Source: an optimization exercise on an open RTL-to-GDS flow (aim: small area, a short achievable clock period and few clock cycles). Production flows keep margins and buffers that such runs may drop.
Only simulation tests tie the RTL to the original design; equivalence was not proved.
Power is estimated from default activity; no workload was simulated.

==> flow/design.v <==
module bdu (
    input  wire        clk,
    input  wire        rst,           
    input  wire        reg_we,
    input  wire [3:0]  reg_waddr,
    input  wire [31:0] reg_wdata,
    input  wire [3:0]  reg_raddr,
    output reg  [31:0] reg_rdata,
    output wire        irq,
    output wire        busy,
    output reg         raw_re,
    output reg  [14:0] raw_addr,
    input  wire [7:0]  raw_rdata,
    output reg         plane_en,
    output reg         plane_we,
    output reg  [13:0] plane_addr,
    output reg  [7:0]  plane_wdata,
    input  wire [7:0]  plane_rdata,
    output reg         rgb_we,
    output reg  [15:0] rgb_addr,
    output reg  [7:0]  rgb_wdata      
);
    localparam [1:0] PH_IDLE = 2'd0, PH_UNPACK = 2'd1, PH_DEMOSAIC = 2'd2, PH_HALT = 2'd3;
    localparam [2:0] E_ARG_CMD = 3'd1, E_ARG_CFG = 3'd2, E_ALLOC = 3'd3,
                     E_SHORT_READ = 3'd4, E_BOUNDS = 3'd5;
    localparam [3:0] R_CTRL = 4'd0, R_CMD = 4'd1, R_STATUS = 4'd2, R_WIDTH = 4'd3,
                     R_HEIGHT = 4'd4, R_BITDEPTH = 4'd5, R_PATTERN = 4'd6,
                     R_RAW_LEN = 4'd7, R_PIX = 4'd8, R_FPIX = 4'd9, R_FADDR = 4'd10;
    localparam [2:0] T_NONE = 3'd0, T_B = 3'd1, T_G = 3'd2, T_R = 3'd3, T_X = 3'd4;
    reg        ie;
    reg [15:0] width, height;
    reg [4:0]  bitdepth;
    reg [1:0]  pattern;
    reg [31:0] raw_len;
    reg [1:0]  phase;
    reg        done, patnop;
    reg [2:0]  ecode;
    reg [14:0] pix;               
    reg [31:0] faddr;             
    reg [15:0] p16;
    reg        phi;
    reg [1:0]  s;                 
    reg        unp_on;            
    reg        fuse;              
    reg        dem_todo;          
    reg        dact;              
    reg        dwp;               
    reg        rdef;              
    reg        flt;               
    reg [14:0] uc;                
    reg [4:0]  ba;                
    reg        v1, v2;            
    reg [4:0]  amt1, amt2;        
    reg [7:0]  w0;                
    reg [13:0] col;               
    reg        lodd;              
    reg [7:0]  opb, opg, opr;     
    reg [2:0]  tg1, tg2;          
    assign busy = phase[0] ^ phase[1];
    assign irq  = ie & (done | (phase == PH_HALT));
    always @(*) begin
        case (reg_raddr)
            R_CTRL:     reg_rdata = {31'd0, ie};
            R_STATUS:   reg_rdata = {20'd0, 1'b0, ecode, 2'b00, phase, patnop,
                                     (phase == PH_HALT), done, busy};
            R_WIDTH:    reg_rdata = {16'd0, width};
            R_HEIGHT:   reg_rdata = {16'd0, height};
            R_BITDEPTH: reg_rdata = {27'd0, bitdepth};
            R_PATTERN:  reg_rdata = {30'd0, pattern};
            R_RAW_LEN:  reg_rdata = raw_len;
            R_PIX:      reg_rdata = {17'd0, pix};
            R_FPIX:     reg_rdata = (ecode == E_BOUNDS) ? {17'd0, pix} : 32'd0;
            R_FADDR:    reg_rdata = (phase == PH_HALT) ? faddr : 32'd0;
            default:    reg_rdata = 32'd0;
        endcase
    end
    wire        wr_ok = reg_we & ~busy;
    wire        wr_wh = wr_ok & (reg_waddr == R_WIDTH || reg_waddr == R_HEIGHT);
    wire        w_hi  = |width[15:8];
    wire        h_hi  = |height[15:8];
    wire        oth_hi = reg_waddr[0] ? h_hi : w_hi;
    wire [15:0] ma_w  = w_hi ? width : reg_wdata[15:0];
    wire [15:0] ma_h  = h_hi ? height : reg_wdata[15:0];
    wire [7:0]  mb_w  = w_hi ? reg_wdata[7:0] : width[7:0];
    wire [7:0]  mb_h  = h_hi ? reg_wdata[7:0] : height[7:0];
    wire [15:0] ma    = reg_waddr[0] ? ma_h : ma_w;
    wire [7:0]  mb    = reg_waddr[0] ? mb_h : mb_w;
    wire [15:0] p16_n = ma * mb;
    reg         phi_n;                
    integer     i;
    always @(*) begin
        phi_n = oth_hi & (|reg_wdata[15:8]);
        for (i = 0; i < 8; i = i + 1)
            phi_n = phi_n | (mb[i] & (|(ma >> (15 - i))));
    end
    wire [14:0] npix = p16[14:0];
    wire        novf = phi | (p16 > 16'd16384);
    wire        dims_zero = (width == 16'd0) | (height == 16'd0);
    wire        legal     = (bitdepth >= 5'd1 && bitdepth <= 5'd10) ||
                            bitdepth == 5'd12 || bitdepth == 5'd16;
    wire [18:0] prodd     = bitdepth[4] ? {npix, 4'b0000} : npix * bitdepth[3:0];
    wire [18:0] prod10    = {1'b0, npix, 3'b000} + {3'b000, npix, 1'b0};
    wire        rl_hi     = |raw_len[31:16];
    wire [18:0] rl8       = {raw_len[15:0], 3'b000};
    wire        short_d   = ~rl_hi & (rl8 < prodd);
    wire        short_10  = ~rl_hi & (rl8 < prod10);
    wire cmd_wr  = reg_we && (reg_waddr == R_CMD);
    wire is_srst = reg_wdata == 32'h0000_0004;
    wire is_unp  = reg_wdata == 32'h0000_0001;
    wire is_dem  = reg_wdata == 32'h0000_0002;
    wire is_conv = (reg_wdata & 32'hFFFF_00FF) == 32'h0000_0003;
    wire [14:0] ucn    = uc + 15'd1;
    wire        uc_gt_w = {1'b0, uc} > width;
    wire        fetch  = unp_on & (ba < bitdepth);
    wire [4:0]  ba_f   = fetch ? ba + 5'd8 : ba;
    wire        fire_ok = fuse ? (dem_todo ? ~uc_gt_w : (s == 2'd0)) : 1'b1;
    wire        fire   = unp_on & fire_ok & (ba_f >= bitdepth);
    wire [4:0]  amt_n  = 5'd16 + bitdepth - ba_f;
    wire [14:0] uwa    = uc - {13'd0, v1, ~v1};
    wire [23:0] win    = {raw_rdata, w0, 8'd0} >> amt2;
    wire [7:0]  hmask  = (bitdepth[4] | bitdepth[3]) ? 8'hFF : ~(8'hFF >> bitdepth[2:0]);
    wire [7:0]  ext    = win[7:0] & hmask;
    wire oo = lodd & ~col[0];
    wire oe = lodd &  col[0];
    wire eo = ~lodd & ~col[0];
    wire fz = (s == 2'd0) ? (fuse & ~dem_todo & unp_on) : (s == 2'd1) ? v1 : v2;
    localparam [1:0] O_Z = 2'd0, O_W = 2'd1, O_NW = 2'd2, O_WM1 = 2'd3;
    reg [1:0] osel;
    reg       cin, rd;
    reg [2:0] tag;
    always @(*) begin
        osel = O_Z; cin = 1'b0; rd = 1'b0; tag = T_NONE;
        case (s)
            2'd0: if (oo) begin
                      rd = 1'b1;
                      if (fz) begin cin = 1'b1; tag = T_G; end
                      else begin osel = O_W; cin = 1'b1; tag = T_B; end
                  end else if (oe) begin
                      rd = 1'b1; osel = O_WM1; tag = T_X;
                  end else if (eo) begin
                      rd = 1'b1; cin = 1'b1; tag = T_B;
                  end else if (rdef) begin
                      rd = 1'b1; osel = O_NW; tag = T_R;
                  end
            2'd1: if (oo) begin
                      rd = 1'b1;
                      if (fz) tag = T_R;
                      else begin cin = 1'b1; tag = T_G; end
                  end else if (eo) begin
                      rd = 1'b1; tag = T_G;
                  end
            default: if (!fz) begin
                      if (oo) begin
                          rd = 1'b1; tag = T_R;
                      end else if (eo) begin
                          rd = 1'b1; osel = O_NW; cin = 1'b1; tag = T_R;
                      end
                  end
        endcase
    end
    wire [15:0] wm1  = width - 16'd1;
    wire [15:0] opnd = (osel == O_Z) ? 16'd0 : (osel == O_W) ? width :
                       (osel == O_NW) ? ~width : wm1;
    wire [15:0] addr = {1'b0, pix} + opnd + {15'd0, cin};
    wire        chk  = (oo & ~fz) | eo;
    wire        oob  = addr >= {1'b0, npix};
    wire [14:0] pixn = pix + 15'd1;
    wire [8:0]  gsum = {1'b0, opg} + {1'b0, plane_rdata};
    always @(*) begin
        case (s)
            2'd1:    rgb_wdata = opb;
            2'd2:    rgb_wdata = opg;
            default: rgb_wdata = opr;
        endcase
    end
    wire accept = cmd_wr & (phase == PH_IDLE);
    wire dem_go = dem_todo & ~v1 & (unp_on ? (fuse & uc_gt_w & (ba >= bitdepth)) : 1'b1);
    always @(posedge clk) begin
        tg1 <= T_NONE;
        tg2 <= tg1;
        case (tg2)
            T_B:     opb <= plane_rdata;
            T_G:     opg <= plane_rdata;
            T_R:     opr <= plane_rdata;
            T_X:     opg <= gsum[8:1];
            default: ;
        endcase
        if (wr_wh) begin
            p16 <= p16_n;
            phi <= phi_n;
        end
        if (accept) begin
            faddr    <= reg_wdata;
            s        <= 2'd2;
            uc       <= 15'd0;
            ba       <= 5'd0;
            raw_addr <= 15'h7FFF;
            fuse     <= ~width[0] & reg_wdata[1];
            col      <= 14'd0;
            lodd     <= 1'b1;
            rgb_addr <= 16'hFFFF;
        end
        if (busy) begin
            s <= (s == 2'd2) ? 2'd0 : s + 2'd1;
            if (raw_re) w0 <= raw_rdata;
            if (fetch)  raw_addr <= raw_addr + 15'd1;
            ba   <= fire ? ba_f - bitdepth : ba_f;
            amt1 <= amt_n;
            amt2 <= amt1;
            if (fire) uc <= ucn;
            if (v2) begin
                plane_addr  <= uwa[13:0];
                plane_wdata <= ext;
            end
            if (dact) begin
                if (s == 2'd0 && chk && oob) begin
                    faddr <= {16'd0, addr};
                end else if (rd) begin
                    plane_addr <= addr[13:0];
                    tg1        <= tag;
                end
            end
            if (dwp) rgb_addr <= rgb_addr + 16'd1;
            if (s == 2'd2) begin
                if (dact && oo && fz) opb <= ext;
                if (dact) begin
                    if ({2'b00, col} == wm1) begin
                        col  <= 14'd0;
                        lodd <= ~lodd;
                    end else begin
                        col <= col + 14'd1;
                    end
                end
            end
        end
    end
    always @(posedge clk) begin
        raw_re   <= 1'b0;
        plane_en <= 1'b0;
        plane_we <= 1'b0;
        rgb_we   <= 1'b0;
        if (rst || (cmd_wr && is_srst)) begin
            ie       <= 1'b0;
            width    <= 16'd0;
            height   <= 16'd0;
            bitdepth <= 5'd10;
            pattern  <= 2'd0;
            raw_len  <= 32'd0;
            phase    <= PH_IDLE;
            pix      <= 15'd0;
            done     <= 1'b0;
            patnop   <= 1'b0;
            ecode    <= 3'd0;
            unp_on   <= 1'b0;
            v1       <= 1'b0;
            v2       <= 1'b0;
            dem_todo <= 1'b0;
            dact     <= 1'b0;
            dwp      <= 1'b0;
            rdef     <= 1'b0;
            flt      <= 1'b0;
        end else begin
            if (reg_we) begin
                case (reg_waddr)
                    R_CTRL:     ie <= reg_wdata[0];
                    R_WIDTH:    if (!busy) width    <= reg_wdata[15:0];
                    R_HEIGHT:   if (!busy) height   <= reg_wdata[15:0];
                    R_BITDEPTH: if (!busy) bitdepth <= reg_wdata[4:0];
                    R_PATTERN:  if (!busy) pattern  <= reg_wdata[1:0];
                    R_RAW_LEN:  if (!busy) raw_len  <= reg_wdata;
                    default: ;
                endcase
            end
            if (accept) begin
                done   <= 1'b0;
                patnop <= 1'b0;
                flt    <= 1'b0;
                if (is_unp) begin
                    if (dims_zero || !legal) begin
                        ecode <= E_ARG_CFG; phase <= PH_HALT;
                    end else if (novf) begin
                        ecode <= E_ALLOC; phase <= PH_HALT;
                    end else if (short_d) begin
                        ecode <= E_SHORT_READ; phase <= PH_HALT;
                    end else begin
                        phase <= PH_UNPACK; unp_on <= 1'b1;
                    end
                end else if (is_dem) begin
                    if (dims_zero) begin
                        ecode <= E_ARG_CFG; phase <= PH_HALT;
                    end else if (novf) begin
                        ecode <= E_ALLOC; phase <= PH_HALT;
                    end else if (pattern != 2'd0) begin
                        patnop <= 1'b1;
                        done   <= 1'b1;
                        pix    <= 15'd0;
                    end else begin
                        phase <= PH_DEMOSAIC; dem_todo <= 1'b1;
                    end
                end else if (is_conv) begin
                    if (reg_wdata[15:8] != 8'd0) begin
                        ecode <= E_ARG_CMD; phase <= PH_HALT;
                    end else begin
                        bitdepth <= 5'd10;
                        pattern  <= 2'd0;
                        if (dims_zero) begin
                            ecode <= E_ARG_CFG; phase <= PH_HALT;
                        end else if (novf) begin
                            ecode <= E_ALLOC; phase <= PH_HALT;
                        end else if (short_10) begin
                            ecode <= E_SHORT_READ; phase <= PH_HALT;
                        end else begin
                            phase <= PH_UNPACK; unp_on <= 1'b1; dem_todo <= 1'b1;
                        end
                    end
                end else begin
                    ecode <= E_ARG_CMD; phase <= PH_HALT;
                end
            end
            if (busy) begin
                if (fetch) raw_re <= 1'b1;
                v1 <= fire;
                v2 <= v1;
                if (fire && ucn == npix) unp_on <= 1'b0;
                if (v2) begin
                    plane_en <= 1'b1;
                    plane_we <= 1'b1;
                end
                if (dact) begin
                    if (s == 2'd0 && chk && oob) begin
                        flt  <= 1'b1;
                        dact <= 1'b0;
                    end else if (rd) begin
                        plane_en <= 1'b1;
                    end
                end
                if (dwp) rgb_we <= 1'b1;
                if (s == 2'd2) begin
                    rdef <= dact & eo & fz;
                    dwp  <= dact;
                    if (dact) begin
                        pix <= pixn;
                        if (pixn == npix) dact <= 1'b0;
                    end
                    if (dem_go) begin
                        dem_todo <= 1'b0;
                        dact     <= 1'b1;
                        pix      <= 15'd0;
                    end
                end
                if (!unp_on && !v1 && !v2 && !dem_todo && !dact && !dwp) begin
                    if (flt) begin
                        phase <= PH_HALT;
                        ecode <= E_BOUNDS;
                    end else begin
                        phase <= PH_IDLE;
                        done  <= 1'b1;
                        pix   <= npix;
                    end
                end
            end
        end
    end
endmodule
==> flow/flow/run.sh <==
#!/bin/bash
set -euo pipefail
MARGIN=${MARGIN:-6.3}
bash standard.sh SETUP_SLACK_MARGIN=$MARGIN finish > standard.log 2>&1
==> flow/standard.sh <==
#!/bin/bash
# synth_recipe.tcl (not shown) runs the flow's synth.tcl, then flattens the netlist and writes it again
# the make line also repeats each setting of config.mk as NAME=value (left out here)
make -C /OpenROAD-flow-scripts/flow DESIGN_CONFIG=/design/flow/config.mk WORK_HOME=/design/flow/orfs CLKGATE_MAP_FILE= SYNTH_SCRIPT=/design/flow/synth_recipe.tcl "${@:-finish}"
==> flow/config.mk <==
export PLATFORM = sky130hd
export DESIGN_NAME = bdu
export DESIGN_NICKNAME = bdu
export VERILOG_FILES = /design/flow/design.v
export SDC_FILE = /design/flow/constraint.sdc
export NUM_CORES = 4
export LEC_CHECK = 0
export CAP_MARGIN = 15
export CORE_MARGIN = 2
export CORE_UTILIZATION = 55
export CTS_BUF_LIST = sky130_fd_sc_hd__clkbuf_4 sky130_fd_sc_hd__clkbuf_8
export PLACE_DENSITY = 0.7
export SLEW_MARGIN = 15
==> flow/constraint.sdc <==
create_clock -name core_clock -period 13.0 [get_ports {clk}]
set_input_delay 2.6000 -clock core_clock [delete_from_list [all_inputs] [get_ports {clk}]]
set_output_delay 2.6000 -clock core_clock [all_outputs]
set_load 0.01 [all_outputs]
==> results of run 1 <==
[metal layers]
layer | part of all wire (%) | track usage (%)
met1 | 39 | 44.39
met2 | 45 | 55.78
met3 | 11 | 9.206
met4 | 5.5 | 17.87
met5 | 0 | 0
[registers in the layout (all words and copies together) (netlist names), 3 cells and up]
| name | cells |
|---|---|
| rgb_addr | 16 |
| raw_len | 32 |
| plane_wdata | 8 |
| raw_addr | 15 |
| col | 14 |
| p16 | 16 |
| height | 16 |
| opr | 8 |
| uc | 15 |
| faddr | 32 |
| pix | 15 |
| opb | 8 |
| amt2 | 5 |
| plane_addr | 14 |
| tg2 | 3 |
| width | 16 |
| tg1 | 3 |
| w0 | 8 |
| ecode | 3 |
| amt1 | 5 |
| opg | 8 |
| ba | 5 |
| bitdepth | 5 |
[per-stage QoR]
stage          setup WS (ps)  hold slack [ps]  total power, mW  area [µm²]  utilization, %
6_report                6041            334.0            3.976       28460           65.64
5_1_grt                 5915            343.2            4.222       28460           65.63
2_1_floorplan           5614            309.6            2.434       24420               -
3_5_place_dp            3705            320.0            2.948       26330           60.73
4_1_cts                 6056            338.7            3.919       28080           64.76
3_3_place_gp            4006            318.4            2.876       26330           60.73
[synthesized netlist by cell type, types with 8 or more instances]
cell	count
o21ai_1	22
clkbuf_1	145
o22ai_1	25
a222oi_1	13
and3_1	42
inv_1	225
xnor2_1	98
a22o_1	19
buf_1	16
nor3b_1	10
edfxtp_1	81
a21o_1	27
a211o_1	10
nand2b_1	26
mux2i_1	102
o31ai_1	12
nor3_1	56
a31oi_1	25
buf_2	8
nand3_1	86
nand3b_1	12
mux2_2	19
o22a_1	9
and2_1	17
or2_2	20
nor2b_1	23
nand2_1	371
dfxtp_1	213
ha_1	171
a221o_1	9
fa_1	93
a211oi_1	22
o21a_1	20
a2111oi_0	9
o211ai_1	13
xor2_1	48
o21bai_1	11
nor4_1	35
or3_1	13
a21oi_1	216
o21ai_0	173
nand4_1	20
nor2_1	288
a22oi_1	32
[cells in the final DEF, fill, tap and decap left out, types with 20 or more instances in the layout]
master and count:
inv_1 219, a21o_1 26, nand2_1 364, clkbuf_8 63, nor2b_1 23, a31oi_1 24, mux2i_1 102, xnor2_1 93
nand2b_1 25, o21ai_0 162, ha_1 164, nor4_1 35, xor2_1 46, a22oi_1 32, o21ai_1 23, o21a_1 20
nand4_1 20, and3_1 42, edfxtp_1 81, dfxtp_1 210, a21oi_1 210, nor2_1 279, nand3_1 84, buf_4 90
fa_1 92, clkdlybuf4s50_1 113, nor3_1 53, o22ai_1 24, a211oi_1 22
[report_power, final]
part           internal [mW]  switching (mW)  leakage (nW)  total, mW
combinational          0.783            1.01          9.12       1.80
sequential              1.09           0.179          2.48       1.27
clock                  0.495           0.418         0.571      0.913
[cells by family (layout without fill, tap and decap cells)]
family | after synthesis | count (layout) | share of synthesized area, %
flip-flops | 294 | 294 | 27.58
XOR/XNOR | 147 | 147 | 5.360
AO/OA/AOI/OAI | 739 | 739 | 19.37
buffers and inverters | 402 | 580 | 6.303
AND/OR/NAND/NOR | 1039 | 1042 | 19.63
adder cells (fa/ha/maj) | 264 | 264 | 16.48
other | 0 | 1 | 0
multiplexers | 123 | 123 | 5.272
[what timing repair did]
item / 4_1_cts / 5_1_grt
endpoints found under the setup margin: 91 / 79
buffers inserted: 34 / 30
pin swaps: 32 / 10
gates cloned: 5 / 0
resized for setup: 141 / 55
[layout make-up]
cell class,instances,area [µm²],share of cell area [%]
Sequential cell,294,6700,23.54
Timing Repair Buffer,259,2454,8.621
Clock inverter,13,111.4,0.3912
Antenna cell,1,2.502,0.008792
Tap cell,585,732.0,2.572
Multi-Input combinational cell,2315,16610,58.36
Inverter,231,887.1,3.117
Clock buffer,77,965.9,3.394
[worst paths after layout]
check | slack, ps | to
worst max register to register | 6640 | faddr[13]
worst min register to register | 330 | tg2[0]
worst max-delay path | 6040 | p16[15]
worst min-delay path | 330 | tg2[0]
==> run notes, run 1 <==
- The synthesized netlist occupies a cell area of ~0.024 mm².
- The final routed DRC violation total is 0.
- At the later pin of the worst-skew pair, clock insertion delay measures 660 ps.
- Once placement completed, the tool counted placed cells totaling 3,615.
- The synthesis warning total is 1.
- Entering global routing, the biggest net connects 66 pins.
- The total global routing track utilization is 35.19%.
- The flow ran to the end and the layout has no timing, DRC or antenna violations.
- The path class of the tightest hold or removal check is reg -> reg.
- The most critical setup path has its startpoint at reg_waddr[0].
- Clock-pin slew was measured on the worst setup and hold paths at 70 ps.
- The power per unit of standard cell area is 139.7 mW/mm².
- The die covers 0.04584 mm².
- At the worst endpoint, the required time is 13,390 ps.
- The synthesized net count is 3,331.
- For this design the static power due to leakage is 12.17 nW.
- The number of flip-flops and latches in the synthesized netlist is 294.
- Yosys attributes the largest share of cell area to dfxtp_1 18%, edfxtp_1 10%, ha_1 8.8%.
- For this design, the sink count on the clock tree is 294.
- After filler insertion, the fill cell instance count of the layout stands at 3,828.
- In this design, the largest share of critical-path delay is due to adder cells.
- The maximum buffer depth of the clock tree is 3.
- The setup total negative slack is 0 ps.
- Setup repair after global routing could not meet its margin everywhere.
- The count of final max-slew check failures came to 0.
- Hold repair after CTS inserted 0 buffers.
- The worst path arrival time is about 7400 ps.
- The core area is 0.04336 mm².
- The average routed wire per standard cell is around 22 µm.
- The via count of the first global-routing pass came to 22,900.
- The minimum clock period after layout is about 7000 ps.
- The sequential share of the synthesized area is 27.58%.
- The die is 214.1 µm tall.
- The first-pass GRT wire length is 128,100 µm.
- For the final database, setup skew stands at 27.70 ps.
- The synthesized area divided by synthesized cell count is 8.071 µm².
- The first detailed-routing pass ran for 6 iterations.
- The startpoint of the worst hold path is tg1[0].
- The number of cells on the worst reg-to-reg path is 23.
- The hold violation total from the final report came to 0.
- The worst register-to-register path begins at s[0].
- The count of max-cap constraint violations is 0.
- Relative to the synthesized area, the layout overhead comes to 17.24%.
- The final non-filler cell total is approximately 3,800.
- Setup violations remaining at the end of the flow were counted as 0.
- The share of the clock period used by the worst path after layout is 53.53%.
- The I/O pin count is 158.
- The sum of net half-perimeters after detailed placement is 60,400 µm.
- Counting flops with a built-in enable in the synthesized netlist gives 81.
- VDD sags by at most 0.1041 mV.
- TritonCTS built the clock tree.
- The worst setup path is captured at a flop.
- The H-tree was split into 2 levels.
- The number of different library cells used by synthesis comes to a little under 90.
- The detailed router finished its first iteration with roughly 2,900 violations.
- The number of instances in the synthesized netlist is 3,008.
- The number of antenna violations at the first check in global routing is 1.
- Summed over its instances, the top area cell type makes up 17.56% of the synthesized netlist area.
- The routability-driven placement congestion ratio is 0.9686.
- Among all stages on the critical path, the largest delay is contributed by fa_1.
- The signal on the critical path passes through buf_8, buf_12, nand3b_1, buf_6, nand2_8, buf_8, o21ai_4, or2_4, fa_1, fa_1, inv_1, fa_1, inv_2, fa_1, inv_2, ha_4, o21ai_2, nand2b_1, a21o_1, a21oi_2, o21ai_2, o41ai_2, xnor3_1.
- The critical path runs through a total of 23 cells.
- After detailed routing, the number of vias per cell comes to 6.282.
- The depth of the worst hold-timing path is 0.
- Clock tree synthesis selected as its root buffer the cell clkbuf_8.
- The stage delay of the slowest cell on the critical path is 520 ps.
- The peak fanout along the critical path is 8.
- The leading register cell type out of synthesis is dfxtp_1.
- The buffers plus inverters on the worst setup path is 7.
- Timing would allow up to ~140 MHz.
- At the pin with the least slew margin, the transition time is 1039 ps.
- TritonCTS created 50 clock buffers.
- The critical path startpoint category is a primary input.
- The worst pin sits at a relative slew slack of 30.73%.
- Across all layers, the routed design uses 23,720 vias.
- The floorplan has 76 rows.
- The final global-route overflow total is 0.
- The cell that appears most often on the critical path is fa_1.
- Of the cells placed in the final design, the portion with a size suffix greater than 1 is 10.85%.
- Measured along the x axis, the die boundary spans approximately 210 µm.
- The share of flip-flops with an asynchronous set or reset is 0%.
- The largest area contributor in the netlist is dfxtp_1.
- Once detail routing completed, the nets flagged for antenna violations numbered 0.
- For this configuration, the core starts out at a cell density of 55.99%.
- The classification of the worst setup path is in -> reg.
- The total wirelength of the detailed-routed design is 82,660 µm.
- Input and output buffers added on the ports amount to 157.
- The final net count is around 3,500.
Testbench counts, summed over its fixed seeds: cycles 197,751.
==> run 2, diff against run 1 <==
--- a/flow/design.v
+++ b/flow/design.v
@@ -37,7 +37,7 @@
     reg [2:0]  ecode;
     reg [14:0] pix;               
     reg [31:0] faddr;             
-    reg [15:0] p16;
+    reg [15:0] psum, pcar;        
     reg        phi;
     reg [1:0]  s;                 
     reg        unp_on;            
@@ -50,10 +50,11 @@
     reg [14:0] uc;                
     reg [4:0]  ba;                
     reg        v1, v2;            
-    reg [4:0]  amt1, amt2;        
+    reg [2:0]  amt1, amt2;        
     reg [7:0]  w0;                
     reg [13:0] col;               
     reg        lodd;              
+    reg        lw;                
     reg [7:0]  opb, opg, opr;     
     reg [2:0]  tg1, tg2;          
     assign busy = phase[0] ^ phase[1];
@@ -68,8 +69,8 @@
             R_BITDEPTH: reg_rdata = {27'd0, bitdepth};
             R_PATTERN:  reg_rdata = {30'd0, pattern};
             R_RAW_LEN:  reg_rdata = raw_len;
-            R_PIX:      reg_rdata = {17'd0, pix};
-            R_FPIX:     reg_rdata = (ecode == E_BOUNDS) ? {17'd0, pix} : 32'd0;
+            R_PIX, R_FPIX:
+                        reg_rdata = (!reg_raddr[0] || ecode == E_BOUNDS) ? {17'd0, pix} : 32'd0;
             R_FADDR:    reg_rdata = (phase == PH_HALT) ? faddr : 32'd0;
             default:    reg_rdata = 32'd0;
         endcase
@@ -85,7 +86,26 @@
     wire [7:0]  mb_h  = h_hi ? reg_wdata[7:0] : height[7:0];
     wire [15:0] ma    = reg_waddr[0] ? ma_h : ma_w;
     wire [7:0]  mb    = reg_waddr[0] ? mb_h : mb_w;
-    wire [15:0] p16_n = ma * mb;
+    function [31:0] csa;          
+        input [15:0] x, y, z;
+        begin
+            csa = {((x & y) | (x & z) | (y & z)) << 1, x ^ y ^ z};
+        end
+    endfunction
+    wire [15:0] r0 = mb[0] ? ma        : 16'd0;
+    wire [15:0] r1 = mb[1] ? ma << 1   : 16'd0;
+    wire [15:0] r2 = mb[2] ? ma << 2   : 16'd0;
+    wire [15:0] r3 = mb[3] ? ma << 3   : 16'd0;
+    wire [15:0] r4 = mb[4] ? ma << 4   : 16'd0;
+    wire [15:0] r5 = mb[5] ? ma << 5   : 16'd0;
+    wire [15:0] r6 = mb[6] ? ma << 6   : 16'd0;
+    wire [15:0] r7 = mb[7] ? ma << 7   : 16'd0;
+    wire [31:0] l1a = csa(r0, r1, r2);
+    wire [31:0] l1b = csa(r3, r4, r5);
+    wire [31:0] l2a = csa(l1a[15:0], l1a[31:16], l1b[15:0]);
+    wire [31:0] l2b = csa(l1b[31:16], r6, r7);
+    wire [31:0] l3  = csa(l2a[15:0], l2a[31:16], l2b[15:0]);
+    wire [31:0] l4  = csa(l3[15:0], l3[31:16], l2b[31:16]);
     reg         phi_n;                
     integer     i;
     always @(*) begin
@@ -93,38 +113,39 @@
         for (i = 0; i < 8; i = i + 1)
             phi_n = phi_n | (mb[i] & (|(ma >> (15 - i))));
     end
+    wire [15:0] p16  = psum + pcar;
     wire [14:0] npix = p16[14:0];
     wire        novf = phi | (p16 > 16'd16384);
     wire        dims_zero = (width == 16'd0) | (height == 16'd0);
     wire        legal     = (bitdepth >= 5'd1 && bitdepth <= 5'd10) ||
                             bitdepth == 5'd12 || bitdepth == 5'd16;
-    wire [18:0] prodd     = bitdepth[4] ? {npix, 4'b0000} : npix * bitdepth[3:0];
-    wire [18:0] prod10    = {1'b0, npix, 3'b000} + {3'b000, npix, 1'b0};
     wire        rl_hi     = |raw_len[31:16];
-    wire [18:0] rl8       = {raw_len[15:0], 3'b000};
-    wire        short_d   = ~rl_hi & (rl8 < prodd);
-    wire        short_10  = ~rl_hi & (rl8 < prod10);
+    wire [19:0] rl8m1     = {1'b1, ~raw_len[15:0], 3'b111};      
+    wire [19:0] sd        = npix * bitdepth + rl8m1;
+    wire [19:0] s10       = {2'b00, npix, 3'b000} + {4'b0000, npix, 1'b0} + rl8m1;
+    wire        short_d   = ~rl_hi & ~sd[19];
+    wire        short_10  = ~rl_hi & ~s10[19];
     wire cmd_wr  = reg_we && (reg_waddr == R_CMD);
     wire is_srst = reg_wdata == 32'h0000_0004;
     wire is_unp  = reg_wdata == 32'h0000_0001;
     wire is_dem  = reg_wdata == 32'h0000_0002;
     wire is_conv = (reg_wdata & 32'hFFFF_00FF) == 32'h0000_0003;
     wire [14:0] ucn    = uc + 15'd1;
-    wire        uc_gt_w = {1'b0, uc} > width;
+    wire        uc_gt_w = lw & col[0];
     wire        fetch  = unp_on & (ba < bitdepth);
     wire [4:0]  ba_f   = fetch ? ba + 5'd8 : ba;
     wire        fire_ok = fuse ? (dem_todo ? ~uc_gt_w : (s == 2'd0)) : 1'b1;
     wire        fire   = unp_on & fire_ok & (ba_f >= bitdepth);
-    wire [4:0]  amt_n  = 5'd16 + bitdepth - ba_f;
+    wire [2:0]  amt_n  = 3'd7 + bitdepth[2:0] - ba_f[2:0];
     wire [14:0] uwa    = uc - {13'd0, v1, ~v1};
-    wire [23:0] win    = {raw_rdata, w0, 8'd0} >> amt2;
+    wire [14:0] win    = {raw_rdata, w0[7:1]} >> amt2;
     wire [7:0]  hmask  = (bitdepth[4] | bitdepth[3]) ? 8'hFF : ~(8'hFF >> bitdepth[2:0]);
     wire [7:0]  ext    = win[7:0] & hmask;
     wire oo = lodd & ~col[0];
     wire oe = lodd &  col[0];
     wire eo = ~lodd & ~col[0];
     wire fz = (s == 2'd0) ? (fuse & ~dem_todo & unp_on) : (s == 2'd1) ? v1 : v2;
-    localparam [1:0] O_Z = 2'd0, O_W = 2'd1, O_NW = 2'd2, O_WM1 = 2'd3;
+    localparam [1:0] O_Z = 2'd0, O_W = 2'd1, O_NW = 2'd2;
     reg [1:0] osel;
     reg       cin, rd;
     reg [2:0] tag;
@@ -136,11 +157,11 @@
                       if (fz) begin cin = 1'b1; tag = T_G; end
                       else begin osel = O_W; cin = 1'b1; tag = T_B; end
                   end else if (oe) begin
-                      rd = 1'b1; osel = O_WM1; tag = T_X;
+                      rd = 1'b1; osel = O_W; tag = T_X;
                   end else if (eo) begin
                       rd = 1'b1; cin = 1'b1; tag = T_B;
                   end else if (rdef) begin
-                      rd = 1'b1; osel = O_NW; tag = T_R;
+                      rd = 1'b1; osel = O_NW; cin = 1'b1; tag = T_R;
                   end
             2'd1: if (oo) begin
                       rd = 1'b1;
@@ -158,13 +179,14 @@
                   end
         endcase
     end
-    wire [15:0] wm1  = width - 16'd1;
     wire [15:0] opnd = (osel == O_Z) ? 16'd0 : (osel == O_W) ? width :
-                       (osel == O_NW) ? ~width : wm1;
+                       ~width;
     wire [15:0] addr = {1'b0, pix} + opnd + {15'd0, cin};
     wire        chk  = (oo & ~fz) | eo;
     wire        oob  = addr >= {1'b0, npix};
-    wire [14:0] pixn = pix + 15'd1;
+    wire [13:0] colp1 = col + 14'd1;
+    wire        eol   = {2'b00, colp1} == width;
+    wire [14:0] pixn  = pix + {13'd0, col[0], ~col[0] & eol};
     wire [8:0]  gsum = {1'b0, opg} + {1'b0, plane_rdata};
     always @(*) begin
         case (s)
@@ -186,28 +208,26 @@
             default: ;
         endcase
         if (wr_wh) begin
-            p16 <= p16_n;
+            psum <= l4[15:0];
+            pcar <= l4[31:16];
             phi <= phi_n;
         end
-        if (accept) begin
-            faddr    <= reg_wdata;
-            s        <= 2'd2;
-            uc       <= 15'd0;
-            ba       <= 5'd0;
-            raw_addr <= 15'h7FFF;
-            fuse     <= ~width[0] & reg_wdata[1];
-            col      <= 14'd0;
-            lodd     <= 1'b1;
-            rgb_addr <= 16'hFFFF;
-        end
+        s    <= (s == 2'd2) ? 2'd0 : s + 2'd1;
+        ba   <= fire ? ba_f - bitdepth : ba_f;
+        amt1 <= amt_n;
+        amt2 <= amt1;
         if (busy) begin
-            s <= (s == 2'd2) ? 2'd0 : s + 2'd1;
             if (raw_re) w0 <= raw_rdata;
             if (fetch)  raw_addr <= raw_addr + 15'd1;
-            ba   <= fire ? ba_f - bitdepth : ba_f;
-            amt1 <= amt_n;
-            amt2 <= amt1;
             if (fire) uc <= ucn;
+            if (fire & fuse & dem_todo) begin
+                if (eol) begin
+                    col <= 14'd0;
+                    lw  <= 1'b1;
+                end else begin
+                    col <= colp1;
+                end
+            end
             if (v2) begin
                 plane_addr  <= uwa[13:0];
                 plane_wdata <= ext;
@@ -222,17 +242,32 @@
             end
             if (dwp) rgb_addr <= rgb_addr + 16'd1;
             if (s == 2'd2) begin
+                if (dem_go) begin
+                    col  <= 14'd0;
+                    lodd <= 1'b1;
+                end
                 if (dact && oo && fz) opb <= ext;
                 if (dact) begin
-                    if ({2'b00, col} == wm1) begin
+                    if (eol) begin
                         col  <= 14'd0;
                         lodd <= ~lodd;
                     end else begin
-                        col <= col + 14'd1;
+                        col <= colp1;
                     end
                 end
             end
         end
+        if (accept) begin
+            faddr    <= reg_wdata;
+            s        <= 2'd2;
+            uc       <= 15'd0;
+            ba       <= 5'd0;
+            raw_addr <= 15'h7FFF;
+            fuse     <= ~width[0] & reg_wdata[1];
+            col      <= 14'd0;
+            lw       <= 1'b0;
+            rgb_addr <= 16'hFFFF;
+        end
     end
     always @(posedge clk) begin
         raw_re   <= 1'b0;
==> flow/flow/run.sh (replaced) <==
#!/bin/bash
set -euo pipefail
MARGIN=${MARGIN:-6.25}
bash standard.sh SETUP_SLACK_MARGIN=$MARGIN finish > standard.log 2>&1
==> run notes, run 2 <==
- The vias per cell is between 6 and 7.
- The via count of the routed design is about 20,000.
- On the final layout, the worst clock skew is 29.30 ps.
- STA classifies the critical path endpoint as an output pin.
- Summed over all nets, the half-perimeter wirelength after detailed placement is 54,010 µm.
- The clock transition at the registers of the reported paths is 60 ps.
- For this run, the number of Yosys warnings is 1.
- The routability-driven placement congestion ratio is 1.010.
- The number of instances in the synthesized netlist is 2,655.
- The post-synthesis instance area is 0.02283 mm².
- The worst endpoint required time is 10,400 ps.
- The stage delay of the slowest cell on the critical path is 530 ps.
- The met2 layer wire length in the routed design is 32,500 µm.
- Summed over all layers, the routed wires come to ~74,000 µm.
- The share of the clock period used by the worst path after layout is 51.92%.
- After filler insertion, the fill cell instance count of the layout stands at 3,475.
- The sequential share of the synthesized area is between 30% and 40%.
- By instance count, the cell type seen most on the critical path is buf_6.
- The number of antenna violations at the first check in global routing is 0.
- The number of clock sinks seen by CTS is 301.
- The count of final max-slew check failures is 0.
- Buffers placed on the I/O ports in this run total ~160.
- In the routed design, unresolved DRC markers number 0.
- The final net count is 3,090.
- The leading register cell type out of synthesis is dfxtp_1.
- The setup total negative slack is 0 ps.
- The critical path startpoint category is a primary input.
- Max-cap violations in this run came to 0.
- The clock latency reported for the late side of the worst-skew pair is between 600 and 700 ps.
- The met1 wire length is 30,150 µm.
- The most common cell after layout, fill and taps aside is nand2_1.
- The count of nets left with antenna violations once routing finished came out at 0.
- VDD sags by at most 0.09505 mV.
- For this block, the initial DRC count from the detailed router was approximately 2,400.
- The die covers 0.04316 mm².
- The number of different library cells used by synthesis comes to 90.
- Counting both buffers and inverters, the worst setup path holds a total of 4.
- The peak fanout along the critical path is 15.
- The number of flops mapped to enable cells by yosys is between 100 and 150.
- The area overhead of the layout relative to synthesis is 15.18%.
- Entering global routing, the biggest net connects 70 pins.
- The number of cells on the critical path is 7.
- In the final layout, the share of cells above drive strength 1 is 9.423%.
- The final global-route overflow total is 0.
- In the final layout, the registers with the most flip-flops are faddr (32), raw_len (32).
- For this design the total switching power over the nets is 1.585 mW.
- CTS built an H-tree with a depth of 2.
- The average routed wire per standard cell is 21.91 µm.
- TritonCTS created 53 clock buffers.
- The highest routing layer actually used is met4.
- The area share of the largest cell type after synthesis is 17.01%.
- Summed over all cells, the static leakage comes to between 10 and 15 nW.
- The pin slew with the least headroom to its limit is between 1000 and 1500 ps.
- Counting flops and latches in the post-synthesis netlist gives 301.
- Measured against its own limit, the worst slew margin works out to 27.11%.
- The die boundary height is 207.7 µm.
- Of all cell types, the one taking the most synthesized area is dfxtp_1.
- The die is slightly above 200 µm wide.
- The hold violation total from the final report is 0.
- Setup repair after global routing could not meet its margin everywhere.
- The classification of the worst setup path is in -> out.
- The synthesized area divided by synthesized cell count is approximately 8.6 µm².
- The first global-routing pass estimated 113,700 µm of wire.
- The initial core utilization is 55.79%.
- The quantity of hold-fixing buffers added after cts is 0.
- The synthesized net count is slightly below 3,000.
- The core area is 0.04092 mm².
- Power spread over the standard cell area amounts to approximately 150 mW/mm².
- The portion of total power attributed to combinational logic is 44.8%.
- In the layout the commonest cells are 370 x nand2_1, 252 x nor2_1, 202 x inv_1.
- Global routing consumed, over all layers together, roughly 33% of the routing resources.
- The met3 layer wire length in the routed design is 6832 µm.
- The slowest stage of the critical path is the clkdlybuf4s50_1 cell.
- The number of cells traversed by the worst register-to-register path is 23.
- Setup violations remaining at the end of the flow were counted as 0.
- The total iterations of the first detailed-routing run is 6.
- The maximum buffer depth of the clock tree is 3.
- Traced cell by cell, the critical path runs through buf_6, nand2_2, nor3b_4, buf_6, buf_8, a22o_1, clkdlybuf4s50_1.
- The commonest cells after synthesis are 372 x nand2_1, 253 x nor2_1, 203 x inv_1, 194 x a21oi_1, 194 x dfxtp_1.
- Of all flip-flops after synthesis, the portion carrying an async set or reset was 0%.
- After floorplanning, the core was divided into 74 placement rows.
- Sorting the synthesized cells by area gives the leading types as dfxtp_1 17%, edfxtp_1 14%, fa_1 12%.
- The I/O pin count is 158.
- In this design, the largest share of critical-path delay is due to buffers and inverters.
- The worst path arrival time is 4150 ps.
- The internal power component is between 2 and 2.5 mW.
- For this run, the top clock speed supported by timing is 148.2 MHz.
- The worst path needs 6749 ps of the cycle, external delays included.
- The min-delay analysis places its worst path in the category reg -> reg.
- The share of total power in sequential cells is 31.1%.
- 0 antenna diodes ended up in the layout.
- The tree is rooted in a clkbuf_8.
- The via count of the first global-routing pass is 20,080.
- The clock network power share is 24.1%.
- Counting instances, the worst hold path has a depth of 0.
- TritonCTS built the clock tree.
- The run finished with no timing, DRC or antenna violations.
- The final hold slack is 324.8 ps.
- Net switching is 40.18% of the power.
- The most numerous cell in the Yosys netlist is nand2_1.
[run 2: stage by stage]
step,power (mW),std cells,cell area (µm²),setup WS [ps],utilization [%]
after detailed placement,2.961,3234,24780,4580,60.54
after global placement,2.900,3234,24780,4787,60.54
after global routing,4.207,3355,26300,6225,64.26
final,3.945,3355,26300,6251,64.26
after CTS,3.918,3349,26180,6118,63.97
after floorplan,2.376,2655,22830,6262,-
[run 2: worst reg2reg max path, stage by stage, from the launching register on]
cell	delay (ps)
dfxtp_1	370
inv_1	80
ha_1	380
nor2_1	210
a32oi_1	70
or2_2	460
nor2_1	130
a21oi_1	70
fa_1	450
fa_1	450
nor2b_1	170
o31a_1	200
o21a_1	130
nor2_1	40
xnor2_1	790
ha_1	320
o211ai_1	90
o21ai_0	230
nand3_1	110
a21oi_1	320
nor3_2	160
or3_1	400
nand2_1	100
buf_6	320
[run 2: repair_timing]
item / CTS / global route
pin swaps: 6 / 4
setup endpoints to repair: 50 / 84
resized for setup: 67 / 43
setup buffers: 12 / 6
gates cloned: 3 / 0
[run 2: area by class of cell]
class	count	area, µm²	share of cell area (%)
inverter	211	792.0	3.012
multi-input combinational	1996	14520	55.23
clock inverter	14	98.84	0.3759
tap	532	665.6	2.531
clock buffer	86	1033	3.930
timing repair buffer	215	2086	7.932
sequential	301	7098	26.99
[run 2: power groups by stage]
stage          combinational, mW  sequential [mW]  clock [mW]
3_5_place_dp                1.72             1.24           0
5_1_grt                     1.98             1.24       0.996
2_1_floorplan               1.20             1.17           0
3_3_place_gp                1.66             1.24           0
6_report                    1.77             1.23       0.949
4_1_cts                     1.74             1.22       0.958
[run 2: worst paths after layout]
| path | start | to | slack, ps |
|---|---|---|---|
| max reg2reg | s[0] | faddr[17] | 6620 |
| max | reg_raddr[0] | reg_rdata[25] | 6250 |
| min | tg1[2] | tg2[2] | 320 |
| min reg2reg | tg1[2] | tg2[2] | 320 |
[run 2: kinds of logic (layout without fill, tap and decap cells)]
| family | after synthesis | in the layout | synth area share [%] |
|---|---|---|---|
| and+or+nand+nor | 985 | 987 | 20.07 |
| AOI/OAI and AO/OA | 539 | 539 | 15.35 |
| buffers and inverters | 360 | 526 | 6.100 |
| DFF | 301 | 301 | 31.08 |
| adders and majority gates | 254 | 254 | 18.41 |
| xor gates and xnor gates | 160 | 160 | 6.264 |
| muxes | 56 | 56 | 2.718 |
[run 2: layer usage]
layer,track usage [%],up-vias
met1,43.43,9823
met5,0,-
met2,52.46,991
met4,16.92,0
li1,-,9413
met3,7.670,234
Testbench counts of run 2, summed over its fixed seeds: cycles 197,751.
==> run 3, diff against run 2 <==
==> flow/flow/run.sh (replaced) <==
#!/bin/bash
set -euo pipefail
MARGIN=${MARGIN:-6.25}
bash standard.sh SETUP_SLACK_MARGIN=$MARGIN "BUFFER_PORTS_ARGS=-buffer_cell sky130_fd_sc_hd__buf_1" finish > standard.log 2>&1
==> flow/config.mk (replaced) <==
export PLATFORM = sky130hd
export DESIGN_NAME = bdu
export DESIGN_NICKNAME = bdu
export VERILOG_FILES = /design/flow/design.v
export SDC_FILE = /design/flow/constraint.sdc
export NUM_CORES = 4
export LEC_CHECK = 0
export CAP_MARGIN = 10
export CORE_MARGIN = 2
export CORE_UTILIZATION = 60
export CTS_BUF_LIST = sky130_fd_sc_hd__clkbuf_4 sky130_fd_sc_hd__clkbuf_8
export PLACE_DENSITY = 0.75
export SLEW_MARGIN = 10
==> run notes, run 3 <==
- After synthesis the cells add up to 0.02283 mm².
- The die is ~200 µm tall.
- The detail route stage leaves a number of antenna-violating nets equal to 0.
- Across the VDD grid, the largest voltage drop is 0.09740 mV.
- Combinational logic burns 44.0% of the power.
- The synthesized net count is slightly below 3,000.
- In this run the worst path has a maximum fanout of 16.
- Detailed routing placed a total of 32,330 µm of wire on met2.
- Counting instances in the post-synthesis netlist gives the leading cell types as 372 x nand2_1, 253 x nor2_1, 203 x inv_1, 194 x a21oi_1, 194 x dfxtp_1.
- After filler insertion, the fill cell instance count of the layout stands at between 3,000 and 4,000.
- The library cells used most frequently in the layout, excluding fill and tap cells, are 371 x nand2_1, 253 x nor2_1, 202 x inv_1.
- The count of max-cap constraint violations is 0.
- Averaged over all synthesized cells, the footprint is 8.599 µm².
- The I/O pin count is about 160.
- The final hold slack is 324.8 ps.
- The synthesis warning total is 1.
- The area share of the largest cell type after synthesis is 17.01%.
- In the final layout, the share of cells above drive strength 1 is 8.473%.
- The endpoint type of the worst setup path is an output pin.
- The average routed wire per standard cell is 21.26 µm.
- Once layout is complete, the utilization of the core stands at 66.95%.
- The final clock skew is 79.72 ps.
- The count of final max-slew check failures is 0.
- The run finished with no timing, DRC or antenna violations.
- The pin slew with the least headroom to its limit is 1085 ps.
- The DRC violation total after the first TritonRoute iteration is 2,192.
- Setup repair after global routing could not meet its margin everywhere.
- The met1 wire length is 27,660 µm.
- The post-route worst setup slack is 6228 ps.
- The final net count is 3,079.
- The number of distinct library cells after synthesis is 90.
- The clock transition at the registers of the reported paths is ~60 ps.
- The internal power component is 2.308 mW.
- The sequential share of the synthesized area is 31.08%.
- The vias per cell is 6.195.
- The root buffer cell chosen for the clock tree is clkbuf_8.
- The quantity of hold-fixing buffers added after cts is 0.
- The share of the clock period used by the worst path after layout is 52.10%.
- By area the synthesized netlist is led by dfxtp_1 17%, edfxtp_1 14%, fa_1 12%.
- In the routed design, unresolved DRC markers number 0.
- Global routing used 35.63% of the available tracks.
- The die covers 0.03963 mm².
- The setup total negative slack is 0 ps.
- The worst endpoint required time is 10,400 ps.
- The most common cell after layout, fill and taps aside is nand2_1.
- The largest area contributor in the netlist is dfxtp_1.
- TritonCTS built the clock tree.
- In this run, synthesis inferred 107 flip-flops with an integrated enable.
- In this run the number of H-tree levels came out at 2.
- In this run the worst hold path is classified as reg -> reg.
- From left edge to right edge, the die measures around 200 µm.
- The met3 layer wire length in the routed design is 7182 µm.
- After synthesis, the share of flip-flops with an asynchronous set or reset is 0%.
- The via count of the first global-routing pass is 19,890.
- The total iterations of the first detailed-routing run is 8.
- The congestion estimate from routability-driven global placement came to 1.023.
- The final total power is just under 4 mW.
- In the synthesized netlist, the number of instances is 2,655.
- The power per unit of standard cell area is 154.8 mW/mm².
- For this configuration, the core starts out at a cell density of about three fifths.
- For this run the aggregate overflow at the end of global routing stands at 0.
- The worst setup path is launched from a primary input.
- The analysis attributes to cell leakage a power of 9.994 nW.
- The worst slack after detailed placement is ~5000 ps.
- Entering global routing, the biggest net connects 72 pins.
- The number of antenna violations at the first check in global routing is 2.
- The switching power is 1.586 mW.
- The number of port buffers is roughly 160.
- The core region is between 0.03 and 0.04 mm².
- The hold violation total from the final report is 0.
- The largest registers in the layout are faddr (32), raw_len (32).
- The critical path in this run is classified as in -> out.
- Of the total power, the share spent switching nets is 40.73%.
- The number of clock sinks seen by CTS is ~300.
- Summing over every cut layer, the via total after detailed routing is 20,580.
- Yosys instantiated no cell more often than nand2_1.
- The number of CTS-inserted buffers is 52.
- The number of setup violations in the final report is 0.
- The clock network power share is 24.5%.
- The area overhead of the layout relative to synthesis is 10.20%.
- Row generation in the floorplan step produced 71 rows.
- The total wirelength of the detailed-routed design is 70,640 µm.
- The minimum clock period after layout is 6772 ps.
- The leading register cell type out of synthesis is dfxtp_1.
- The first-pass GRT wire length is 108,800 µm.
- The HPWL after detailed placement is 51,950 µm.
- STA puts the critical path data arrival time at 4170 ps.
- The maximum buffer depth of the clock tree is 3.
- The clock latency reported for the late side of the worst-skew pair is a little under 700 ps.
- The highest routing layer actually used is met5.
- Of the total power, registers draw 31.4%.
- For this run, the top clock speed supported by timing is 147.7 MHz.
- The worst-case headroom to the max-slew limit is 27.09%.
- The number of flip-flops and latches in the synthesized netlist is 301.
-- run 3: cell types whose count changed in the layout (fill, tap and decap cells not counted), sizes merged --
cell,before,now
and4b,3,1
buf,63,202
clkbuf,93,92
clkdlybuf4s50,126,0
clkinv,15,8
clkinvlp,2,1
diode,0,2
dlygate4sd2,7,0
dlymetal6s2s,11,0
inv,207,209
-- run 3: kinds of logic after synthesis --
| family | synth area share [%] |
|---|---|
| simple gates | 20.07 |
| compound gates | 15.35 |
| buf+inv | 6.100 |
| flops | 31.08 |
| fa+ha+maj | 18.41 |
| xor+xnor | 6.264 |
| mux | 2.718 |
-- run 3: worst paths after layout --
check	startpoint	endpoint	cells past startpoint	slack, ps
setup / recovery	reg_raddr[0]	reg_rdata[0]	7	6230
hold / removal	tg1[2]	tg2[2]	0	320
setup reg to reg	s[1]	faddr[5]	26	6550
hold reg to reg	tg1[2]	tg2[2]	0	320
-- run 3: power groups by stage --
stage	sequential [mW]	clock (mW)	combinational [mW]
3_3_place_gp	1.23	0	1.60
6_report	1.22	0.955	1.71
5_1_grt	1.23	1.00	1.91
4_1_cts	1.22	0.964	1.68
2_1_floorplan	1.17	0	1.20
3_5_place_dp	1.24	0	1.67
-- run 3: repair_timing --
action,in CTS,in global routing
cloned,0,1
setup buffers,0,7
pin swaps,1,3
setup endpoints to repair,39,65
resized for setup,18,17
-- run 3: per-stage QoR --
step	instances	instance area, µm²
finish	3322	25160
global route	3321	25160
CTS	3312	25000
detailed placement	3216	23790
global placement	3216	23790
floorplan	2655	22830
-- run 3: final cells by class --
| cell class | count | area (µm²) | share of cell area (%) |
|---|---|---|---|
| Antenna cell | 2 | 5.005 | 0.01989 |
| Clock buffer | 88 | 1055 | 4.192 |
| Clock inverter | 8 | 83.83 | 0.3332 |
| Inverter | 211 | 794.5 | 3.158 |
| Multi-Input combinational cell | 1994 | 14440 | 57.39 |
| Sequential cell | 301 | 7097 | 28.21 |
| Tap cell | 511 | 639.4 | 2.541 |
| Timing Repair Buffer | 207 | 1046 | 4.158 |
-- run 3: routing by layer --
metal  up-vias  global-route usage (%)
met4         2                   16.20
li1       9379                       -
met3       232                   7.409
met2      1088                   57.34
met5         -                       0
met1      9878                   46.33
-- run 3: critical path, stage by stage --
cell and delay, ps:
clkbuf_4 230, nor2_1 90, and4b_2 260, buf_12 160
a222oi_1 400, o21ai_1 220, buf_2 200
==> run 4, diff against run 3 <==
--- a/flow/config.mk
+++ b/flow/config.mk
@@ -8,6 +8,8 @@
 export CAP_MARGIN = 10
 export CORE_MARGIN = 2
 export CORE_UTILIZATION = 60
-export CTS_BUF_LIST = sky130_fd_sc_hd__clkbuf_4 sky130_fd_sc_hd__clkbuf_8
+export CTS_BUF_LIST = sky130_fd_sc_hd__clkbuf_16
+export CTS_CLUSTER_DIAMETER = 80
+export CTS_CLUSTER_SIZE = 32
 export PLACE_DENSITY = 0.75
 export SLEW_MARGIN = 10
==> run notes, run 4 <==
- The flow ran to the end and the layout has no timing, DRC or antenna violations.
- The number of flops mapped to enable cells by yosys is 107.
- The total placed cells including tap cells is around 3,200.
- The setup path with the least slack is of type in -> out.
- The library cell used most frequently in the layout, excluding fill and tap cells, is nand2_1.
- The number of cells traversed by the worst register-to-register path is 23.
- Setup repair after global routing left no endpoint under its margin.
- The final hold slack is 335.3 ps.
- The worst endpoint required time is 10,400 ps.
- The TritonCTS clock tree is yes.
- The placed instances occupy a cell area of 0.02379 mm².
- In the post-synthesis netlist, the cell with the most instances is nand2_1.
- The sequential share of the synthesized area is 31.08%.
- For this run, the leading register cell type out of synthesis is dfxtp_1.
- Wires add up to 69,810 µm.
- The largest single stage delay on the critical path is 410 ps.
- For the worst-skew pair, the clock arrives at the later sink with an insertion delay of 580 ps.
- Routability-driven placement finished with a final weighted congestion of 1.023.
- After detailed routing, the number of vias per cell comes to 6.235.
- No sink is reached through more buffers than the 3 on the longest clock path.
- The deepest level of the CTS H-tree is 1.
- After detailed routing, the number of remaining DRC violations is 0.
- The area share of the largest cell type after synthesis is between 15 and 20%.
- Leaving out fill and tap cells, the most frequent cells in the layout are 371 x nand2_1, 253 x nor2_1, 202 x inv_1.
- For the pin with the worst max-slew slack, the measured transition is roughly 1100 ps.
- The minimum clock period after layout is 6761 ps.
- Yosys attributes the largest share of cell area to dfxtp_1 17%, edfxtp_1 14%, fa_1 12%.
- The detailed router finished its first iteration with 2,037 violations.
- In this run the cell area of the synthesized design comes to 0.02283 mm².
- The worst register-to-register path ends at unp_on.
- For flop-to-flop paths, the worst setup slack is 6640 ps.
- Traced cell by cell, the critical path runs through buf_4, nor2_1, and4b_2, buf_12, a222oi_1, o21ai_1, buf_2.
- The final net count is 3,050.
- The number of setup violations in the final report is 0.
- Buffers placed on the I/O ports in this run total 157.
- After routing the design area is 0.02480 mm².
- Setup total negative slack on the finished layout was measured at 0 ps.
- The number of antenna violations at the first check in global routing is 3.
- Clock-pin slew was measured on the worst setup and hold paths at 100 ps.
- Synthesis produced a netlist with a net count of 2,967.
- The wire-length estimate of the detail-placed layout is 51,950 µm.
- The clock root buffer is clkbuf_16.
- dfxtp_1 takes more of the synthesized area than any other cell.
- The number of instances in the synthesized netlist is approximately 2,700.
- On the final layout, the worst clock skew is 56.10 ps.
- The total global routing track utilization is 35.02%.
- The worst hold path belongs to the class reg -> reg.
- The chip width is ~200 µm.
- The via count of the first global-routing pass came to 19,600.
- The synthesized area divided by synthesized cell count is 8.599 µm².
- The largest registers in the layout are faddr (32), raw_len (32).
- The slowest stage of the critical path belongs to the cell a222oi_1.
- Once the floorplan was initialized, standard cells occupied 60.76% of the core.
- The share of flip-flops with an asynchronous set or reset is 0%.
- The count of final max-slew check failures is 0.
- The die covers approximately 0.040 mm².
- Counting instances in the post-synthesis netlist gives the leading cell types as 372 x nand2_1, 253 x nor2_1, 203 x inv_1, 194 x a21oi_1, 194 x dfxtp_1.
- The die boundary height is 199.1 µm.
- The via count of the routed design is 20,350.
- The tree built by TritonCTS fans out to 301 sinks.
- The final critical path takes up 52.00% of the cycle.
- In this run the worst path has a maximum fanout of 16.
- The endpoint type of the worst setup path is an output pin.
- The hold violation total from the final report is 0.
- 158 I/O pins were placed.
- Counting distinct cell types in the post-synthesis netlist gives 90.
- The number of standard-cell rows in the floorplan is 71.
- The region available for standard cell placement spans between 0.03 and 0.04 mm².
- The area overhead of the layout relative to synthesis is 8.643%.
- The most critical setup path has its startpoint at reg_raddr[0].
- The final global-route overflow total is 0.
- After filler insertion, the fill cell instance count of the layout stands at roughly 3,200.
- The most critical setup path has its endpoint at reg_rdata[0].
- The number of flip-flops and latches in the synthesized netlist is approximately 300.
- The number of CTS-inserted buffers is 20.
- The total iterations of the first detailed-routing run is 8.
- The final non-filler cell total is 3,264.
- The reported leakage power is 9.755 nW.
- The worst-case vdd ir drop is 0.1152 mV.
- The average routed wire per standard cell is 21.39 µm.
- The detail route stage leaves a number of antenna-violating nets equal to 0.
- Entering global routing, the biggest net connects 72 pins.
- The worst-case headroom to the max-slew limit is 25.55%.
- The startpoint of the most critical register-to-register path is psum[5].
- Along the worst hold path, the cell count comes to 0.
- STA classifies the critical path startpoint as a primary input.
- For this run, the share of the core covered by cells in the final layout is 66.01%.
- Cells with a size suffix above 1 make up under 10% of the layout.
- The count of max-cap constraint violations is 0.
- The synthesis warning total is 1.
- Timing would allow up to 147.9 MHz.
- In this run the power density over the cells is 147.9 mW/mm².
- The first-pass GRT wire length is 107,400 µm.
- After clock tree synthesis, the flow added hold-fix buffers numbering 0.
- The worst path arrival time is around 4200 ps.
[run 4: worst min path at each step]
stage / slack (ps) / start / endpoint
6_report: 340 / tg1[2] / tg2[2]
5_1_grt: 340 / amt1[0] / amt2[0]
3_3_place_gp: 310 / amt1[2] / amt2[2]
2_1_floorplan: 310 / amt1[0] / amt2[0]
4_1_cts: 340 / tg1[2] / tg2[2]
3_5_place_dp: 310 / amt1[0] / amt2[0]
[run 4: what timing repair did]
| item | 4_1_cts | 5_1_grt |
|---|---|---|
| buffers inserted | 0 | 10 |
| pin swaps | 1 | 4 |
| resized for setup | 21 | 22 |
| gates cloned | 0 | 1 |
| endpoints found under the setup margin | 47 | 58 |
[run 4: cells by family after synthesis]
group	Yosys count	share of synthesized area [%]
multiplexers	56	2.718
AND/OR/NAND/NOR	985	20.07
flip-flops	301	31.08
adder cells (fa/ha/maj)	254	18.41
buffers and inverters	360	6.100
XOR/XNOR	160	6.264
AO/OA/AOI/OAI	539	15.35
[run 4: per-layer routing]
metal  vias to the layer above  track usage [%]  routed length, µm
li1                       9296                -                  -
met1                      9826            45.59              27530
met2                      1006            56.90              31870
met3                       216            6.835               6799
met4                         6            15.31               3579
met5                         -                0                 39
[run 4: critical path: cells and delay by family]
| family | cells | cell delay, ps |
|---|---|---|
| AOI/OAI and AO/OA | 2 | 620 |
| and+or+nand+nor | 2 | 370 |
| buffers and inverters | 3 | 550 |
[run 4: area by class of cell]
class | count | area, µm² | area share [%]
clock buffers | 21 | 525.5 | 2.119
multi-input cells | 1994 | 14480 | 58.37
well taps | 511 | 639.4 | 2.578
diodes | 1 | 2.502 | 0.01009
clock inverters | 15 | 206.4 | 0.8323
inverters | 211 | 794.5 | 3.203
flip-flops and latches | 301 | 7097 | 28.61
repair buffers | 210 | 1061 | 4.278
[run 4: power breakdown]
part / total (mW) / switching, mW / internal, mW
registers: 1.22 / 0.121 / 1.10
logic: 1.72 / 1.04 / 0.675
clock network: 0.728 / 0.402 / 0.326
total: 3.67 / 1.57 / 2.10
[run 4: stage by stage]
step,setup slack [ps],total power [mW]
after floorplan,6262,2.376
after global placement,5143,2.837
after detailed placement,4987,2.908
after CTS,6270,3.634
after global routing,6251,3.910
final,6239,3.669
==> run 5, diff against run 4 <==
--- a/flow/config.mk
+++ b/flow/config.mk
@@ -8,8 +8,8 @@
 export CAP_MARGIN = 10
 export CORE_MARGIN = 2
 export CORE_UTILIZATION = 60
-export CTS_BUF_LIST = sky130_fd_sc_hd__clkbuf_16
+export CTS_BUF_LIST = sky130_fd_sc_hd__clkbuf_8 sky130_fd_sc_hd__clkbuf_16
 export CTS_CLUSTER_DIAMETER = 80
-export CTS_CLUSTER_SIZE = 32
+export CTS_CLUSTER_SIZE = 25
 export PLACE_DENSITY = 0.75
 export SLEW_MARGIN = 10
==> run notes, run 5 <==
- The run finished with no timing, DRC or antenna violations.
- For this run, the register share of the synthesized area comes to 31.08%.
- The count of buffers added on input and output ports is 157.
- The number of distinct library cells after synthesis is 90.
- The average routed wire per standard cell is between 20 and 25 µm.
- The number of antenna violations at the first check in global routing is 2.
- The number of clock sinks seen by CTS is between 300 and 400.
- For this configuration, the core starts out at a cell density of about three fifths.
- The setup total negative slack is 0 ps.
- The number of flip-flops and latches in the synthesized netlist is around 300.
- The detailed router finished its first iteration with 2,112 violations.
- The die boundary height is 199.1 µm.
- In this run the worst setup path terminates at reg_rdata[0].
- The largest registers in the layout are faddr (32), raw_len (32).
- Leaving out fill and tap cells, the most frequent cells in the layout are 371 x nand2_1, 253 x nor2_1, 204 x inv_1.
- The worst-case headroom to the max-slew limit is between 20% and 30%.
- The clock passes through at most 3 buffers.
- Sorting the synthesized cells by area gives the leading types as dfxtp_1 17%, edfxtp_1 14%, fa_1 12%.
- The minimum clock period after layout is 6771 ps.
- In this design, the stage delay of the slowest critical-path cell is 420 ps.
- The first global-routing pass estimated ~110,000 µm of wire.
- STA classifies the critical path endpoint as an output pin.
- For this design the top-level I/O count stands at 158.
- Ranked by instance count, the synthesized netlist is headed by 372 x nand2_1, 253 x nor2_1, 203 x inv_1, 194 x a21oi_1, 194 x dfxtp_1.
- The post-route worst setup slack is around 6200 ps.
- The start point of the critical path is reg_raddr[1].
- Yosys mapped a number of flops with a built-in enable equal to 107.
- The startpoint of the most critical register-to-register path is s[0].
- Data on the critical path arrives at its endpoint at 4170 ps.
- In the synthesized netlist, the number of instances is 2,655.
- The share of the clock period used by the worst path after layout is a little over half.
- For this run, the leading register cell type out of synthesis is dfxtp_1.
- At the pin with the least slew margin, the transition time is 1101 ps.
- In this run, placement finished with an instance count of between 3,000 and 4,000.
- Setup repair after global routing left no endpoint under its margin.
- The most common cell after layout, fill and taps aside is nand2_1.
- The cell family contributing the most delay on the critical path is compound AO/OA/AOI/OAI gates.
- The routability-driven placement congestion ratio is roughly 1.0.
- Averaged over all synthesized cells, the footprint is 8.599 µm².
- The hold violation total from the final report came to 0.
- Global routing used 35.10% of the available tracks across all layers.
- Of all nets on the critical path, the largest fanout is 16.
- The worst register-to-register path has a depth of 24.
- For this design, the slowest cell found on the critical path is a222oi_1.
- By instance count, the leading cell after synthesis is nand2_1.
- Based on the critical path, the design can be clocked at up to 147.7 MHz.
- STA classifies the critical path startpoint as a primary input.
- The synthesized net count is 2,967.
- The sum of net half-perimeters after detailed placement is between 50,000 and 60,000 µm.
- The number of cells on the critical path is 8.
- The chip width is 199.1 µm.
- The die covers approximately 0.040 mm².
- The count of antenna-violating nets left after detailed routing is 0.
- The number of standard-cell rows in the floorplan is 71.
- Before CTS, the worst setup slack after placement is 4987 ps.
- The buffers plus inverters on the worst setup path is 4.
- TritonCTS built the clock tree.
- The final routed DRC violation total is 0.
- The count of final max-slew check failures was 0.
- The share of final-layout standard cells stronger than drive strength 1 is 6.468%.
- The total iterations of the first detailed-routing run is 7.
- The kind of path behind the tightest hold check is reg -> reg.
- The worst-case vdd ir drop is 0.1193 mV.
- The clock transition at the registers of the reported paths is 90 ps.
- The clock root buffer is clkbuf_16.
- For this run, asynchronously set or reset flops after synthesis account for 0%.
- Global routing finished with a remaining overflow of 0.
- The classification of the worst setup path is in -> out.
- For this run, the number of Yosys warnings is 1.
- The core area is between 0.03 and 0.04 mm².
- The endpoint of the worst-slack reg-to-reg timing path is faddr[8].
- The via count of the first global-routing pass came to 19,500.
- The post-synthesis instance area is 0.02283 mm².
- The final layout contains just over 3,000 nets.
- Entering global routing, the biggest net connects 72 pins.
- The number of setup violations in the final report is 0.
- After detailed routing, the number of vias per cell comes to 6.229.
- Max-cap violations in this run came to 0.
- The area share of the largest cell type after synthesis is between 15 and 20%.
- The final clock skew is 54.89 ps.
- Summed over all cells, the static leakage comes to approximately 9.7 nW.
- CTS built an H-tree with a depth of 1.
- In this run the power density over the cells is 146.3 mW/mm².
- For this block, the via count after detailed routing is between 20,000 and 25,000.
- Data on the critical path is required at its endpoint by ~10,000 ps.
- In this run, CTS created clock tree buffers numbering 20.
- The largest area contributor in the netlist is dfxtp_1.
- Walking the worst path, the cells encountered are clkbuf_4, inv_4, nor2_1, and4b_2, buf_12, a222oi_1, o21ai_1, buf_2.
- The total wirelength of the detailed-routed design is 70,030 µm.
- The clock latency reported for the late side of the worst-skew pair is 590 ps.
- The area overhead of the layout relative to synthesis is 8.166%.
- The finished layout holds 3,264 standard cells, fillers aside.
- The worst register-to-register path has a setup slack of 6660 ps.
[run 5: cell counts after synthesis]
No cell type changed its count.
[run 5: how the worst min path moves through the flow]
stage / startpoint / cells after the start / endpoint / slack [ps]
floorplan: amt1[0] / 0 / amt2[0] / 310
finish: tg1[1] / 0 / tg2[1] / 330
detailed placement: amt1[0] / 0 / amt2[0] / 310
global route: amt1[0] / 0 / amt2[0] / 340
global placement: amt1[2] / 0 / amt2[2] / 310
CTS: tg1[2] / 0 / tg2[2] / 340
[run 5: what timing repair did]
item                                   in CTS  in global routing
gates resized for setup                    20                 21
pin swaps                                   1                  4
setup endpoints to repair                  46                 58
hold buffers                                0                  0
buffers inserted                            0                 10
cloned                                      0                  1
endpoints found under the hold margin       0                  0
[run 5: area by class of cell]
type,count,area [µm²]
multi-input cells,1994,14470
fillers,3206,12880
flip-flops and latches,301,7097
repair buffers,210,1049
inverters,211,794.5
well taps,511,639.4
clock buffers,20,500.5
clock inverters,16,140.1
diodes,1,2.502
[run 5: where the power goes]
group | switching (mW) | total (mW) | leakage (nW) | internal [mW]
clock | 0.375 | 0.672 | 0.318 | 0.297
sequential | 0.120 | 1.22 | 2.54 | 1.10
combinational | 1.04 | 1.72 | 6.85 | 0.675
total | 1.54 | 3.61 | 9.72 | 2.07
[run 5: cell families after synthesis]
| kind of cell | Yosys count | synth area share, % |
|---|---|---|
| AOI/OAI and AO/OA | 539 | 15.35 |
| xor gates and xnor gates | 160 | 6.264 |
| adders and majority gates | 254 | 18.41 |
| buffers and inverters | 360 | 6.100 |
| DFF | 301 | 31.08 |
| muxes | 56 | 2.718 |
| and+or+nand+nor | 985 | 20.07 |
[run 5: through the flow]
step / instance area [µm²] / power, mW / hold slack (ps) / util (%)
floorplan: 22830 / 2.376 / 309.6 / -
global placement: 23790 / 2.837 / 312.3 / 63.31
detailed placement: 23790 / 2.908 / 312.1 / 63.31
CTS: 24520 / 3.577 / 335.2 / 65.24
global route: 24690 / 3.855 / 342.6 / 65.71
finish: 24690 / 3.613 / 332.8 / 65.72
[run 5: worst reg2reg max path: cells and delay by family (launching register included)]
| family | cells | cell delay [ps] |
|---|---|---|
| compound gates | 11 | 1970 |
| simple gates | 7 | 1190 |
| fa+ha+maj | 4 | 1810 |
| buf+inv | 1 | 320 |
| flops | 1 | 380 |
| xor+xnor | 1 | 300 |
[run 5: metal layers]
layer / global-route usage [%] / up-vias / wire length (µm)
li1: - / 9294 / -
met1: 46.11 / 9795 / 27730
met2: 56.99 / 1035 / 32270
met3: 6.802 / 202 / 6908
met4: 14.46 / 4 / 3103
met5: 0 / - / 25

what the ideal ports hide:
The flow's constraints put no driver on any port. The routed layouts listed below were extracted and timed again, unchanged, in two steps.
Step 1: set_driving_cell puts a clkbuf_16 on clk and a buf_2 on each other input, an assumption about the parent block.
Step 2, shift: input delay + t, output delay - t, t = (earliest + latest rising clock arrival at the registers) / 2. This alone moves slack from input paths to output paths.
Three values: no drivers, after step 1, after step 2; two values: the first two.
| run | t (ns) | slack for setup (ns) | slew at the worst register clock pin (ns) |
|---|---|---|---|
| run 1 | 0.705 | 6.041 / 6.045 / 5.340 | 0.07 / 0.07 |
| run 2 | 0.696 | 6.251 / 6.171 / 5.857 | 0.07 / 0.07 |
| run 3 | 0.702 | 6.228 / 6.160 / 5.684 | 0.07 / 0.07 |
| run 4 | 0.611 | 6.239 / 6.173 / 5.987 | 0.12 / 0.12 |
| run 5 | 0.616 | 6.229 / 6.175 / 5.979 | 0.10 / 0.10 |
After both steps setup and hold are still met in every run listed. For run 1, which loses most, drivers alone change the setup slack by +0.004 ns; drivers and shift together by -0.701 ns.
